From an optimization exercise on the open Yosys and OpenROAD flow, aimed at small area, a short achievable clock period and few clock cycles per item; shortcuts taken in it are not production practice. The RTL was checked by simulation tests, not by an equivalence proof against the original design.

== run A ==
// hpsdr_telem
module hpsdr_telem (
    input  wire        clk,
    input  wire        rst,
    input  wire        in_valid,
    output wire        in_ready,
    input  wire [7:0]  in_c0,
    input  wire [31:0] in_data,
    output wire        out_valid,
    input  wire        out_ready,
    output reg  [2:0]  out_kind,
    output reg  [2:0]  out_keys,
    output reg  [31:0] out_a,
    output reg  [31:0] out_b
);
Size: about 2,900 cells after synthesis, about 380 flip-flops.
export LEC_CHECK = 0
export CAP_MARGIN = 20
export CORE_MARGIN = 2
export CORE_UTILIZATION = 40
export SLEW_MARGIN = 20
export SYNTH_HIERARCHICAL = 1
create_clock -name core_clock -period 12.0 [get_ports {clk}]
standard.sh (not shown) runs the stock make flow with config.mk's settings and CLKGATE_MAP_FILE= SYNTH_SCRIPT=/design/flow/synth_recipe.tcl, a recipe that flattens the netlist after the stock synthesis.
==> flow/flow/run.sh <==
#!/bin/bash
set -euo pipefail
bash standard.sh SETUP_SLACK_MARGIN=7.2 finish > standard_flow.log 2>&1
Testbench counts of run A, summed over its fixed seeds: cycles 3,240, items 3,200.
Changes in run B relative to run A:
==> flow/flow/run.sh <==
#!/bin/bash
set -euo pipefail
bash standard.sh SETUP_SLACK_MARGIN=7.7 finish > standard_flow.log 2>&1
- Going from run A to run B, the first-pass GRT wire length was found to have gone up by about 0.7%.
- Comparing run A against run B, there is no change at all in floorplan core area.
- Number of global-route vias before repair, run B and run A: larger value in run B
- Changes observed in run B relative to run A: cell area after layout increased by 2.4% relative to the old numbers, setup slack increased by 0.25 ns relative to the old numbers, final critical-path required period decreased by 0.25 ns relative to the old numbers, signed area change from the synthesized netlist to the final layout increased by 2.7 points relative to the old numbers, count of cell instances traversed by the critical path increased by 2 relative to the old numbers.
> inputs changed (run B -> run C)
-- flow/config.mk --
<<< run B, line 11
>>> run C, line 11
export CTS_BUF_LIST = sky130_fd_sc_hd__clkbuf_4 sky130_fd_sc_hd__clkbuf_8
Results
- Worst-skew pair later-pin latency: run C > run B
- Run C ends up with higher H-tree level count than run B does.
- The run showing the greater worst setup slack is run B.
- Relative to run B, run C degrades first-iteration detailed-routing DRC count.
- For multiplexer share of the synthesized area, run B and run C come out practically identical.
- [compare] base=run B new=run C: area added between synthesis and finish grew by 0.57 points; fraction of area in multi-input gates shrank by 0.29 points; required time of the critical path grew by 0.05 ns.
- Looking at slowest cell on the critical path, the sky130_fd_sc_hd__fa_1 result is from run B; the sky130_fd_sc_hd__edfxtp_1 one comes from run C.
--- input diff run C..run D ---
==> flow/flow/run.sh <==
#!/bin/bash
set -euo pipefail
bash standard.sh SETUP_SLACK_MARGIN=7.4 finish > standard_flow.log 2>&1
-- flow/config.mk --
<<< run C, line 11
export CTS_BUF_LIST = sky130_fd_sc_hd__clkbuf_4 sky130_fd_sc_hd__clkbuf_8
>>> run D, line 11
### Flow results
Run D reached the end of the flow, and the finished layout is clean on the timing, DRC and antenna checks.
The library cell contributing the largest single delay on the critical path comes out sky130_fd_sc_hd__edfxtp_1 in one run and sky130_fd_sc_hd__fa_1 in the other, namely in run C and run D respectively.
Going from run C to run D, the fill cell total of the finished layout was found to have gone down by about 0.47%.
Per the comparison of run D with run C, worst endpoint data arrival time increased 0.05 ns, global-route usage saw a decrease.
The core of run D is less densely filled than that of run C.
Compared to run C, run D shows a narrower setup margin.
Synthesized instance count: run D vs run C identical

---

Another version of the RTL of hpsdr_telem (not shown whole).
For scale: about 2,700 cells after synthesis, ~120 I/O pins, about 32,000 sq um of cells after synthesis.
clock: 12.0 ns
lec_check: 0
cap_margin: 20
core_margin: 2
core_utilization: 40
slew_margin: 20
synth_hierarchical: 1
==> flow/flow/run.sh <==
#!/bin/bash
set -euo pipefail
bash standard.sh SETUP_SLACK_MARGIN=7.8 finish > standard_flow.log 2>&1
Testbench counts at the start, summed over its fixed seeds: cycles 3,240, items 3,200.
Then changed:
==> flow/flow/run.sh (replaced) <==
#!/bin/bash
set -euo pipefail
bash standard.sh SETUP_SLACK_MARGIN=7.5 finish > standard_flow.log 2>&1
- non-clock buffer count is lower by 34
- cell area shrinks by 1.7%
- routed wire length drops by 2.1%
- flip-flop and latch count stays the same
- fmax barely changes
- global-route usage went down by 0.64 points
- clock-buffer cell count is lower by 2
- setup slack improves by 0.0042 ns

---

Another version of the RTL of hpsdr_telem (not shown whole).
For scale: about 2,500 cells after synthesis, ~120 I/O pins, ~26,000 um^2 of cells after synthesis.
clock: 12.0 ns
lec_check: 0
cap_margin: 20
core_margin: 2
core_utilization: 55
slew_margin: 20
synth_hierarchical: 1
==> flow/flow/run.sh <==
#!/bin/bash
set -euo pipefail
bash standard.sh SETUP_SLACK_MARGIN=7 finish > standard_flow.log 2>&1
Testbench counts at the start, summed over its fixed seeds: cycles 3,224, items 3,200.
==> next run, changes <==
==> flow/flow/run.sh (replaced) <==
#!/bin/bash
set -euo pipefail
bash standard.sh SETUP_SLACK_MARGIN=6.8 finish > standard_flow.log 2>&1
CORE_UTILIZATION = 40   (was 55)
Outcome:
- via count is lower by 1.9%
- core utilization is lower by 20 points
- wire length is higher by 0.42%
- cell area is lower by 1.3%
- cell count is higher by 7.2%
- die area is higher by 37%
==> next run, changes <==
CTS_BUF_LIST = sky130_fd_sc_hd__clkbuf_4 sky130_fd_sc_hd__clkbuf_8   (was default)
Effect: Fmax climbs by 0.53%. Cell area is lower by about 0.8%. Worst setup slack gets better by 28 ps. Global-route usage hardly moves.
==> next run, changes <==
==> flow/flow/run.sh (replaced) <==
#!/bin/bash
set -euo pipefail
bash standard.sh SETUP_SLACK_MARGIN=7 finish > standard_flow.log 2>&1
CTS_BUF_LIST = default   (was sky130_fd_sc_hd__clkbuf_4 sky130_fd_sc_hd__clkbuf_8)
Result: The changed run ran to the end with no violations. Via count goes up by about 1.2%. Worst hold slack loses 9.9 ps. Core utilization goes up by 1.5 points. Routed wire length goes up by 1.3%.

---

hpsdr_telem, a different RTL version from the one above (not shown whole).
For scale: ~120 I/O pins, roughly 32000 sq um of cells after synthesis.
==> flow/design.v (excerpt) <==
module hpsdr_telem (
    input  wire        clk,
    input  wire        rst,
    input  wire        in_valid,
    output wire        in_ready,
    input  wire [7:0]  in_c0,
    input  wire [31:0] in_data,
    output wire        out_valid,
    input  wire        out_ready,
    output reg  [2:0]  out_kind,
    output reg  [2:0]  out_keys,
    output reg  [31:0] out_a,
    output reg  [31:0] out_b
);
clock: 12.0 ns
lec_check: 0
cap_margin: 20
core_margin: 2
core_utilization: 40
slew_margin: 20
synth_hierarchical: 1
==> flow/flow/run.sh <==
#!/bin/bash
set -euo pipefail
bash standard.sh SETUP_SLACK_MARGIN=8 finish > standard_flow.log 2>&1
Testbench counts at the start, summed over its fixed seeds: cycles 3,240, items 3,200.
==> next run, changes <==
==> flow/flow/run.sh (replaced) <==
#!/bin/bash
set -euo pipefail
bash standard.sh SETUP_SLACK_MARGIN=7.7 finish > standard_flow.log 2>&1
After rerunning: Non-clock buffer count falls by 26. Setup slack is better by 0.0075 ns. Synthesized cell count stays the same. Wire length falls by 3.7%. Final area falls by 1.1%. Clock skew hardly moves. Area after synthesis stays the same. Utilization falls by 0.52 points.

---

lane 1:
Another version of the RTL of hpsdr_telem (not shown whole).
For scale: roughly 2,700 cells after synthesis, ~390 flip-flops, about 120 I/O pins, ~32,000 sq um of cells after synthesis.
## hpsdr_telem
module hpsdr_telem (
    input  wire        clk,
    input  wire        rst,
    input  wire        in_valid,
    output wire        in_ready,
    input  wire [7:0]  in_c0,
    input  wire [31:0] in_data,
    output wire        out_valid,
    input  wire        out_ready,
    output reg  [2:0]  out_kind,
    output reg  [2:0]  out_keys,
    output reg  [31:0] out_a,
    output reg  [31:0] out_b
);
clock: 12.0 ns
lec_check: 0
cap_margin: 20
core_margin: 2
core_utilization: 40
slew_margin: 20
synth_hierarchical: 1
==> flow/flow/run.sh <==
#!/bin/bash
set -euo pipefail
bash standard.sh SETUP_SLACK_MARGIN=7.5 finish > standard_flow.log 2>&1
Testbench counts of lane 1, summed over its fixed seeds: cycles 3,240, items 3,200.
Inputs modified between lane 1 and lane 2:
==> flow/flow/run.sh <==
#!/bin/bash
set -euo pipefail
bash standard.sh SETUP_SLACK_MARGIN=7.7 finish > standard_flow.log 2>&1
## What came out
- Lane 2: no failed stages, no open violations at the end
- Initial antenna violation count: higher on lane 2
- Maximum number of pins on one net before global-route repair of lane 2 falls short of that of lane 1 by a little under 10%.
- Lane 1 -> lane 2: layout net count flat
- Of lane 1 and lane 2, the run reporting the higher worst hold slack was lane 1.

---

## main
hpsdr_telem, a different RTL version from the one above (not shown whole).
Size in the first run: about 2400 cells after synthesis, about 27000 um2 of cells after synthesis.
export LEC_CHECK = 0
export CAP_MARGIN = 20
export CORE_MARGIN = 2
export CORE_UTILIZATION = 40
export SLEW_MARGIN = 20
export SYNTH_HIERARCHICAL = 1
create_clock -name core_clock -period 12.0 [get_ports {clk}]
==> flow/flow/run.sh <==
#!/bin/bash
set -euo pipefail
bash standard.sh SETUP_SLACK_MARGIN=7.5 finish > standard_flow.log 2>&1
No stage failed in main, and the final checks on the layout all came back clean.
Testbench counts of main, summed over its fixed seeds: cycles 3,232, items 3,200.
Edits applied to the flow inputs when going from main to the feature branch:
==> flow/flow/run.sh <==
#!/bin/bash
set -euo pipefail
bash standard.sh SETUP_SLACK_MARGIN=7 finish > standard_flow.log 2>&1
### Flow results
- Looking at global routing usage on met3 across main and the feature branch, the one that comes out lower is main.
- When the feature branch is measured against main, its total via count in the routed design turns out 2.2% lower.
- The feature branch vs main — global-route usage dropped 0.79 points.
- Re non-clock buffer count in the final layout: the feature branch is 22% down on main.

---

Another version of the RTL of hpsdr_telem (not shown whole).
Size in the first run: about 2700 cells after synthesis, roughly 270 flip-flops, ~28000 sq um of cells after synthesis.
==> flow/config.mk <==
export PLATFORM = sky130hd
export DESIGN_NAME = hpsdr_telem
export DESIGN_NICKNAME = hpsdr_telem
export VERILOG_FILES = /design/flow/design.v
export SDC_FILE = /design/flow/constraint.sdc
export NUM_CORES = 4
export LEC_CHECK = 0
export CAP_MARGIN = 20
export CORE_MARGIN = 2
export CORE_UTILIZATION = 40
export SLEW_MARGIN = 20
export SYNTH_HIERARCHICAL = 1
==> flow/constraint.sdc <==
create_clock -name core_clock -period 12.0 [get_ports {clk}]
set_input_delay 2.4000 -clock core_clock [delete_from_list [all_inputs] [get_ports {clk}]]
set_output_delay 2.4000 -clock core_clock [all_outputs]
set_load 0.01 [all_outputs]
run.sh (not shown) runs the stock make flow with config.mk's settings and CLKGATE_MAP_FILE= SYNTH_SCRIPT=/design/flow/synth_recipe.tcl, a recipe that flattens the netlist after the stock synthesis.
Stock flow here: none of the scripts above is used.
The starting point completed without violations.
Testbench counts at the start, summed over its fixed seeds: cycles 3,232, items 3,200.
==> next run, changes <==
- CORE_UTILIZATION: 40 -> 70
After rerunning: The new run ran to the end with no violations; synthesized cell count does not change; design area is lower by 2.3%.

---

Another version of the RTL of hpsdr_telem (not shown whole).
For scale: roughly 2700 cells after synthesis, ~380 flip-flops, about 120 I/O pins, about 31000 µm² of cells after synthesis.
export LEC_CHECK = 0
export CAP_MARGIN = 20
export CORE_MARGIN = 2
export CORE_UTILIZATION = 40
export SLEW_MARGIN = 20
export SYNTH_HIERARCHICAL = 1
create_clock -name core_clock -period 12.0 [get_ports {clk}]
standard.sh (not shown) runs the stock make flow with config.mk's settings and CLKGATE_MAP_FILE= SYNTH_SCRIPT=/design/flow/synth_recipe.tcl, a recipe that flattens the netlist after the stock synthesis.
==> flow/flow/run.sh <==
#!/bin/bash
set -euo pipefail
bash standard.sh SETUP_SLACK_MARGIN=8 finish > standard_flow.log 2>&1
Testbench counts at the start, summed over its fixed seeds: cycles 3,240, items 3,200.
Change:
==> flow/flow/run.sh (replaced) <==
#!/bin/bash
set -euo pipefail
bash standard.sh SETUP_SLACK_MARGIN=7.7 finish > standard_flow.log 2>&1
Result: Sequential share of layout area went up by 0.22 points. Area after synthesis stays the same. Final cell count stays flat.

---

alpha:
Another version of the RTL of hpsdr_telem (not shown whole).
Size in the first run: roughly 2700 cells after synthesis, roughly 380 flip-flops, about 120 I/O pins, roughly 31000 µm² of cells after synthesis.
export LEC_CHECK = 0
export CAP_MARGIN = 20
export CORE_MARGIN = 2
export CORE_UTILIZATION = 40
export CTS_BUF_LIST = sky130_fd_sc_hd__clkbuf_4 sky130_fd_sc_hd__clkbuf_8
export SLEW_MARGIN = 20
export SYNTH_HIERARCHICAL = 1
create_clock -name core_clock -period 12.0 [get_ports {clk}]
==> flow/flow/run.sh <==
#!/bin/bash
set -euo pipefail
bash standard.sh SETUP_SLACK_MARGIN=7.7 finish > standard_flow.log 2>&1
Testbench counts of alpha, summed over its fixed seeds: cycles 3,240, items 3,200.
### alpha -> beta
-- flow/config.mk --
<<< alpha, line 10
export CORE_UTILIZATION = 40
export CTS_BUF_LIST = sky130_fd_sc_hd__clkbuf_4 sky130_fd_sc_hd__clkbuf_8
export SLEW_MARGIN = 20
>>> beta, line 10
export CORE_UTILIZATION = 40
export SLEW_MARGIN = 20
Findings:
- Diff alpha -> beta: setup slack +64 ps; number of resized instances in the post-cts repair step higher.
- The worst hold margin in beta sits 14 ps above the value recorded for alpha.
- For alpha, the uppermost metal layer occupied by signal nets was met5, unlike beta, where it was met4.
- When beta is set beside alpha, its total wirelength of the detailed-routed design turns out to be 1100 µm smaller.
- The area growth from synthesis to final layout reported for beta is smaller than that of alpha by 0.32 points.
- When beta is measured against alpha, its critical path data arrival time turns out 150 ps lower.

[what the ideal ports hide]
How much do the figures lean on ideal ports? The routed layouts below were timed once more, with nothing changed but the port constraints. Step 1, drivers: a clkbuf_16 drives clk and a buf_2 each remaining input, both assumed. Step 2 times the ports against the registers' clock, not the clock port: input delays grow and output delays shrink by t, the midpoint of the rising clock arrivals with the driver on. a / b / c = ideal ports / drivers / drivers and shift; a / b = the first two.
run | shift t [ns] | setup WS [ns] | worst slew at a driven data input, ns
run A | 0.641 | 7.266 / 7.266 / 6.787 | 0.05
run B | 0.649 | 7.514 / 7.514 / 7.201 | 0.05
run C | 0.708 | 7.494 / 7.494 / 7.178 | 0.05
run D | 0.639 | 7.407 / 7.407 / 6.913 | 0.05
the first run of note 2 | 0.643 | 7.423 / 7.423 / 7.321 | 0.04
the second run of note 2 | 0.660 | 7.428 / 7.428 / 7.251 | 0.04
the first run of note 3 | 0.634 | 6.831 / 6.831 / 6.277 | 0.04
the second run of note 3 | 0.627 | 6.790 / 6.806 / 6.200 | 0.05
the third run of note 3 | 0.676 | 6.818 / 6.838 / 6.179 | 0.05
the fourth run of note 3 | 0.621 | 6.832 / 6.836 / 6.245 | 0.05
the first run of note 4 | 0.629 | 7.477 / 7.477 / 7.477 | 0.11
the second run of note 4 | 0.645 | 7.485 / 7.485 / 7.243 | 0.05
lane 1 | 0.648 | 7.273 / 7.273 / 7.088 | 0.05
lane 2 | 0.643 | 7.326 / 7.326 / 7.326 | 0.04
main | 0.654 | 6.416 / 6.416 / 6.416 | 0.06
the feature branch | 0.646 | 6.354 / 6.354 / 6.354 | 0.06
the first run of note 7 | 0.615 | 6.124 / 6.124 / 6.124 | 0.04
the second run of note 7 | 0.643 | 6.092 / 6.092 / 6.092 | 0.06
the first run of note 8 | 0.647 | 7.643 / 7.643 / 7.567 | 0.04
the second run of note 8 | 0.638 | 7.649 / 7.649 / 7.223 | 0.04
alpha | 0.708 | 7.598 / 7.598 / 7.176 | 0.04
beta | 0.625 | 7.662 / 7.662 / 7.203 | 0.04
After both steps setup and hold are still met in every run listed. For the third run of note 3, which loses most, drivers alone change the setup slack by +0.020 ns; drivers and shift together by -0.639 ns.
